This is an optimization exercise on Yosys and OpenROAD, whose aim is small area, not a production implementation. Function was checked by simulation only, so behaviour that the tests miss may differ from the original. Power is estimated from default activity; no workload was simulated.

## miniplant_bridge
module miniplant_bridge #(
  parameter [15:0]  ANALOG_BASE    = 16'd0,
  parameter [15:0]  INFLAG_BASE    = 16'd0,
  parameter [15:0]  OUTFLAG_BASE   = 16'd8,
  parameter [15:0]  OUTFLAG2_BASE  = 16'd16,
  parameter [15:0]  OVERRIDE_COIL  = 16'd100,
  parameter [15:0]  ACT_BASE       = 16'd8,
  parameter integer ACT_COUNT      = 14,    
  parameter integer RX_DEPTH       = 32,    
  parameter integer RX_AW          = 5,
  parameter integer BACKOFF_CYCLES = 16     
) (
  input  wire         clk,
  input  wire         rst,
  input  wire         rx_valid,
  input  wire [7:0]   rx_data,
  output wire         tx_valid,
  output wire [7:0]   tx_data,
  input  wire         tx_ready,
  input  wire         ser_link_ok,
  input  wire         plc_link_ok,
  output wire         plc_req_valid,
  input  wire         plc_req_ready,
  output reg  [7:0]   plc_req_fc,
  output reg  [15:0]  plc_req_addr,
  output reg  [4:0]   plc_req_cnt,
  output reg  [79:0]  plc_req_wdata,
  input  wire         plc_rsp_valid,
  input  wire         plc_rsp_ok,
  input  wire [1:0]   plc_rsp_cause,
  input  wire [15:0]  plc_rsp_rdata,
  input  wire         shutdown_req,
  ...
For scale: roughly 1600 cells after synthesis, roughly 380 flip-flops, ~15000 µm² of cells after synthesis.
Settings: LEC_CHECK=0, ABC_AREA=1, CAP_MARGIN=20, CORE_MARGIN=2, CORE_UTILIZATION=60, PLACE_DENSITY=0.7, SLEW_MARGIN=20; clock period 6.0 ns.
standard.sh (not shown) runs the stock make flow with config.mk's settings and CLKGATE_MAP_FILE= SYNTH_SCRIPT=/design/flow/synth_recipe.tcl, a recipe that flattens the netlist after the stock synthesis.
==> flow/flow/run.sh <==
#!/bin/bash
# The standard layout (standard.sh), with these changes to how it is made:
# the port buffers use the smallest buffer cell (every port still gets one),
# the constant outputs share one tie cell, and the clock tree is built
# from smaller clock buffers.
export BUFFER_PORTS_ARGS="-buffer_cell sky130_fd_sc_hd__buf_1"
export SKIP_REPAIR_TIE_FANOUT=1
export CTS_ARGS="-sink_clustering_enable -repair_clock_nets -sink_clustering_size 20 -sink_clustering_max_diameter 50 -buf_list sky130_fd_sc_hd__clkbuf_8 -root_buf sky130_fd_sc_hd__clkbuf_16 -dont_use_dummy_load"
bash standard.sh > standard.log 2>&1
Next try:
- CORE_UTILIZATION: 60 -> 75
- PLACE_DENSITY: 0.7 -> 0.85
What happened:
- This time the run completed and failed the layout checks on antenna violations
- wire length increases by 9.4%
- utilization increases by 16 points
- total power increases by 0.42%
- clock power is about the same
- first-iteration DRC count increases by about 13%
- final area decreases by 0.60%
- global-route usage increases by 10 points
- worst hold slack gets worse by 0.0091 ns
- non-clock buffer count decreases by 3
- die area decreases by about 20%
Next try:
==> flow/flow/run.sh (replaced) <==
#!/bin/bash
# The standard layout (standard.sh), with these changes to how it is made:
# the port buffers use the smallest buffer cell (every port still gets one),
# the constant outputs share one tie cell, and the clock tree is built from
# clusters of up to 18 flip-flops, each driven by a clkbuf_8, without dummy
# loads.  standard.sh's own output goes to standard.log.
export BUFFER_PORTS_ARGS="-buffer_cell sky130_fd_sc_hd__buf_1"
export SKIP_REPAIR_TIE_FANOUT=1
export CTS_ARGS="-sink_clustering_enable -repair_clock_nets -sink_clustering_size 18 -sink_clustering_max_diameter 60 -buf_list sky130_fd_sc_hd__clkbuf_8 -root_buf sky130_fd_sc_hd__clkbuf_16 -dont_use_dummy_load"
bash standard.sh > standard.log 2>&1
- CORE_UTILIZATION: 75 -> 60
- PLACE_DENSITY: 0.85 -> 0.7
After rerunning:
- The new run completed with no timing, DRC or antenna violations
- critical path depth fell by 4
- register-to-register slack degrades by 0.28 ns
- final area barely changes
- area after synthesis does not change
- fmax fell by 1.6%
- clock power fell by about 10%
Next try:
==> flow/flow/run.sh (replaced) <==
#!/bin/bash
# The standard layout (standard.sh), with these changes to how it is made:
# - the port buffers use the smallest buffer cell (every port still gets one);
# - the constant outputs share one tie cell;
# - at the end of the floorplan step the combinational logic is remapped for
#   area by OpenROAD's restructure and its setup timing repaired
#   (flow/restructure.tcl; ABC's own log goes to rmp/abc.log);
# - before the placement's repair_design every combinational cell is given
#   its smallest drive strength (flow/downsize.tcl);
# - the clock tree is built from clusters of up to 18 flip-flops, each driven
#   by a clkbuf_8, without dummy loads.
# standard.sh's own output goes to standard.log; each ORFS step logs under
# orfs/logs.
export BUFFER_PORTS_ARGS="-buffer_cell sky130_fd_sc_hd__buf_1"
export SKIP_REPAIR_TIE_FANOUT=1
export CTS_ARGS="-sink_clustering_enable -repair_clock_nets -sink_clustering_size 18 -sink_clustering_max_diameter 60 -buf_list sky130_fd_sc_hd__clkbuf_8 -root_buf sky130_fd_sc_hd__clkbuf_16 -dont_use_dummy_load"
export RMP_DIR="$PWD/rmp"
export POST_FLOORPLAN_TCL="$PWD/flow/restructure.tcl"
export PRE_RESIZE_TCL="$PWD/flow/downsize.tcl"
bash standard.sh > standard.log 2>&1
==> flow/flow/downsize.tcl (new file) <==
# Run before the placement's repair_design (ORFS's PRE_RESIZE hook): give
# every combinational cell the smallest drive strength of its function.
# repair_design, which runs right after, fixes any slew or load this breaks,
# and the later steps repair timing as usual.
set n_down 0
foreach inst [get_cells *] {
  set m [get_property $inst ref_name]
  if {![regexp {^sky130_fd_sc_hd__([a-z0-9]+)_([0-9]+)$} $m -> base sz]} { continue }
  if {[regexp {^(df|edf|sdf|sedf|dl|clk|tap|conb|fill|decap|diode|lpflow|probe)} $base]} { continue }
  foreach s {0 1 2} {
    if {$s >= $sz} { break }
    set cand [get_lib_cells -quiet */sky130_fd_sc_hd__${base}_${s}]
    if {[llength $cand] > 0} {
      replace_cell $inst [lindex $cand 0]
      incr n_down
      break
    }
  }
}
puts "downsize.tcl: downsized $n_down cells"
==> flow/flow/restructure.tcl (new file) <==
# Run at the end of the floorplan step (ORFS's POST_FLOORPLAN hook): remap
# the combinational logic between the registers for area with OpenROAD's
# restructure (registers are untouched), then repair the setup timing it
# breaks.  The later steps repair timing as usual.
set rmp_lib [lindex $::env(LIB_FILES) 0]
file mkdir $::env(RMP_DIR)
restructure -liberty_file $rmp_lib -target area \
  -tielo_port sky130_fd_sc_hd__conb_1/LO -tiehi_port sky130_fd_sc_hd__conb_1/HI \
  -work_dir $::env(RMP_DIR) -abc_logfile $::env(RMP_DIR)/abc.log
repair_timing -setup -setup_margin 0
report_worst_slack
The new run completed with no timing, DRC or antenna violations.
Synthesized area stays the same.
First-iteration DRC count rose by 27%.
Clock-buffer cell count drops by 2.
Wire length is lower by 3.9%.
Register-to-register slack is worse by 0.61 ns.
Worst hold slack loses 0.0075 ns.
Final area went down by 4.3%.

* * *

Setup of build 81:
Another version of the RTL of miniplant_bridge (not shown whole).
Size: ~1400 cells after synthesis, ~380 flip-flops, roughly 15000 sq um of cells after synthesis.
==> flow/config.mk <==
export PLATFORM = sky130hd
export DESIGN_NAME = miniplant_bridge
export DESIGN_NICKNAME = miniplant_bridge
export VERILOG_FILES = /design/flow/design.v
export SDC_FILE = /design/flow/constraint.sdc
export NUM_CORES = 4
export LEC_CHECK = 0
export CAP_MARGIN = 20
export CORE_MARGIN = 2
export CORE_UTILIZATION = 60
export PLACE_DENSITY = 0.7
export SLEW_MARGIN = 20
==> flow/constraint.sdc <==
create_clock -name core_clock -period 6.0 [get_ports {clk}]
set_input_delay 1.2000 -clock core_clock [delete_from_list [all_inputs] [get_ports {clk}]]
set_output_delay 1.2000 -clock core_clock [all_outputs]
set_load 0.01 [all_outputs]
==> flow/flow/run.sh <==
#!/bin/bash
# The standard layout (standard.sh), with these changes to how it is made:
# the port buffers use the smallest buffer cell (every port still gets one),
# the constant outputs share one tie cell, and the clock tree is built
# from smaller clock buffers.
export BUFFER_PORTS_ARGS="-buffer_cell sky130_fd_sc_hd__buf_1"
export SKIP_REPAIR_TIE_FANOUT=1
export CTS_ARGS="-sink_clustering_enable -repair_clock_nets -sink_clustering_size 20 -sink_clustering_max_diameter 50 -buf_list sky130_fd_sc_hd__clkbuf_8 -root_buf sky130_fd_sc_hd__clkbuf_16"
bash standard.sh > standard.log 2>&1
Setup changes, build 81 to build 26
diff --git a/flow/flow/run.sh b/flow/flow/run.sh
--- a/flow/flow/run.sh
+++ b/flow/flow/run.sh
@@ -7,2 +7,3 @@
 export SKIP_REPAIR_TIE_FANOUT=1
+export RECOVER_POWER=100
 export CTS_ARGS="-sink_clustering_enable -repair_clock_nets -sink_clustering_size 20 -sink_clustering_max_diameter 50 -buf_list sky130_fd_sc_hd__clkbuf_8 -root_buf sky130_fd_sc_hd__clkbuf_16"
Results
- Build 26 against build 81: clock transition at the registers of the reported paths did not really move, met3 track utilization from global routing level, count of vias placed by the detailed router fell by about 0.33%.
- In build 26 the implementation completed, yet the final layout does not meet the checks, the culprit being capacitance limit, slew limit.
- Between build 81 and build 26, the difference in share of total power consumed by net switching is negligible.
- Diff build 81 -> build 26: combinational cell fraction of total power decreased 0.6 points, utilization decreased 0.64 points, clock network fraction of design power increased 0.2 points, post-layout instance count excluding filler cells essentially unchanged, total track usage essentially unchanged.
- When build 26 is set beside build 81, its count of final max-slew check failures turns out to be 365 larger.
Here is what was changed in the inputs of build 44 compared with build 26.
- ABC_AREA: unset -> 1
diff --git a/flow/flow/run.sh b/flow/flow/run.sh
--- a/flow/flow/run.sh
+++ b/flow/flow/run.sh
@@ -7,4 +7,3 @@
 export SKIP_REPAIR_TIE_FANOUT=1
-export RECOVER_POWER=100
-export CTS_ARGS="-sink_clustering_enable -repair_clock_nets -sink_clustering_size 20 -sink_clustering_max_diameter 50 -buf_list sky130_fd_sc_hd__clkbuf_8 -root_buf sky130_fd_sc_hd__clkbuf_16"
+export CTS_ARGS="-sink_clustering_enable -repair_clock_nets -sink_clustering_size 20 -sink_clustering_max_diameter 50 -buf_list sky130_fd_sc_hd__clkbuf_8 -root_buf sky130_fd_sc_hd__clkbuf_16 -dont_use_dummy_load"
 bash standard.sh > standard.log 2>&1
Results
Taking build 44 as 1.0, build 26 lands at 0.925 on synthesized netlist cell count. Looking at synthesized area across build 44 and build 26, the one that comes out lower is build 44. Re final area: build 44 and build 26 aren't equal, and the lower value belongs to build 44. On starting utilization of the core area: between build 44 and build 26, it ends up higher for build 44. Non-clock buffer count, build 44 and build 26, lower one = build 44. Of build 44 and build 26, only build 44 finishes the flow clean. Complete run, failing final checks: build 26, reason capacitance limit, slew limit. Final critical path time including I/O delays and setup: build 44 vs build 26 down 990 ps.

-- static timing again, ports no longer ideal --
The flow's constraints put no driver on any port. The routed layouts listed below were extracted and timed again, unchanged, in two steps.
Step 1: set_driving_cell puts a clkbuf_16 on clk and a buf_2 on each other input, an assumption about the parent block.
Step 2 adds t to the input delays and takes it off the output delays; t is the mean of the earliest and latest rising clock arrival at the registers after step 1. Input paths then give back, and output paths get back, about the clock's delay inside the block.
a / b / c = ideal ports / drivers / drivers and shift; a / b = the first two.
run | shift t [ns] | slack for setup (ns) | worst setup path at the end | clock arrival spread, ns | pins driven straight from the clock port
the first run of note 1 | 0.536 | 1.998 / 1.948 / 2.197 | register to register | 0.056 / 0.056 | 1
the second run of note 1 | 0.522 | 2.105 / 2.059 / 2.188 | input to register | 0.063 / 0.063 | 1
the third run of note 1 | 0.549 | 2.044 / 1.996 / 2.182 | input to register | 0.049 / 0.049 | 1
the fourth run of note 1 | 0.544 | 1.594 / 1.592 / 1.082 | input to register | 0.057 / 0.057 | 1
build 81 | 0.546 | 1.576 / 1.527 / 2.074 | register to output | 0.031 / 0.031 | 1
build 26 | 0.546 | 0.991 / 0.942 / 1.056 | input to register | 0.031 / 0.031 | 1
build 44 | 0.522 | 1.983 / 1.983 / 1.983 | register to register | 0.069 / 0.069 | 1
The setup slack of the fourth run of note 1, which loses most, moves by -0.002 ns with the drivers and by -0.512 ns with both steps.
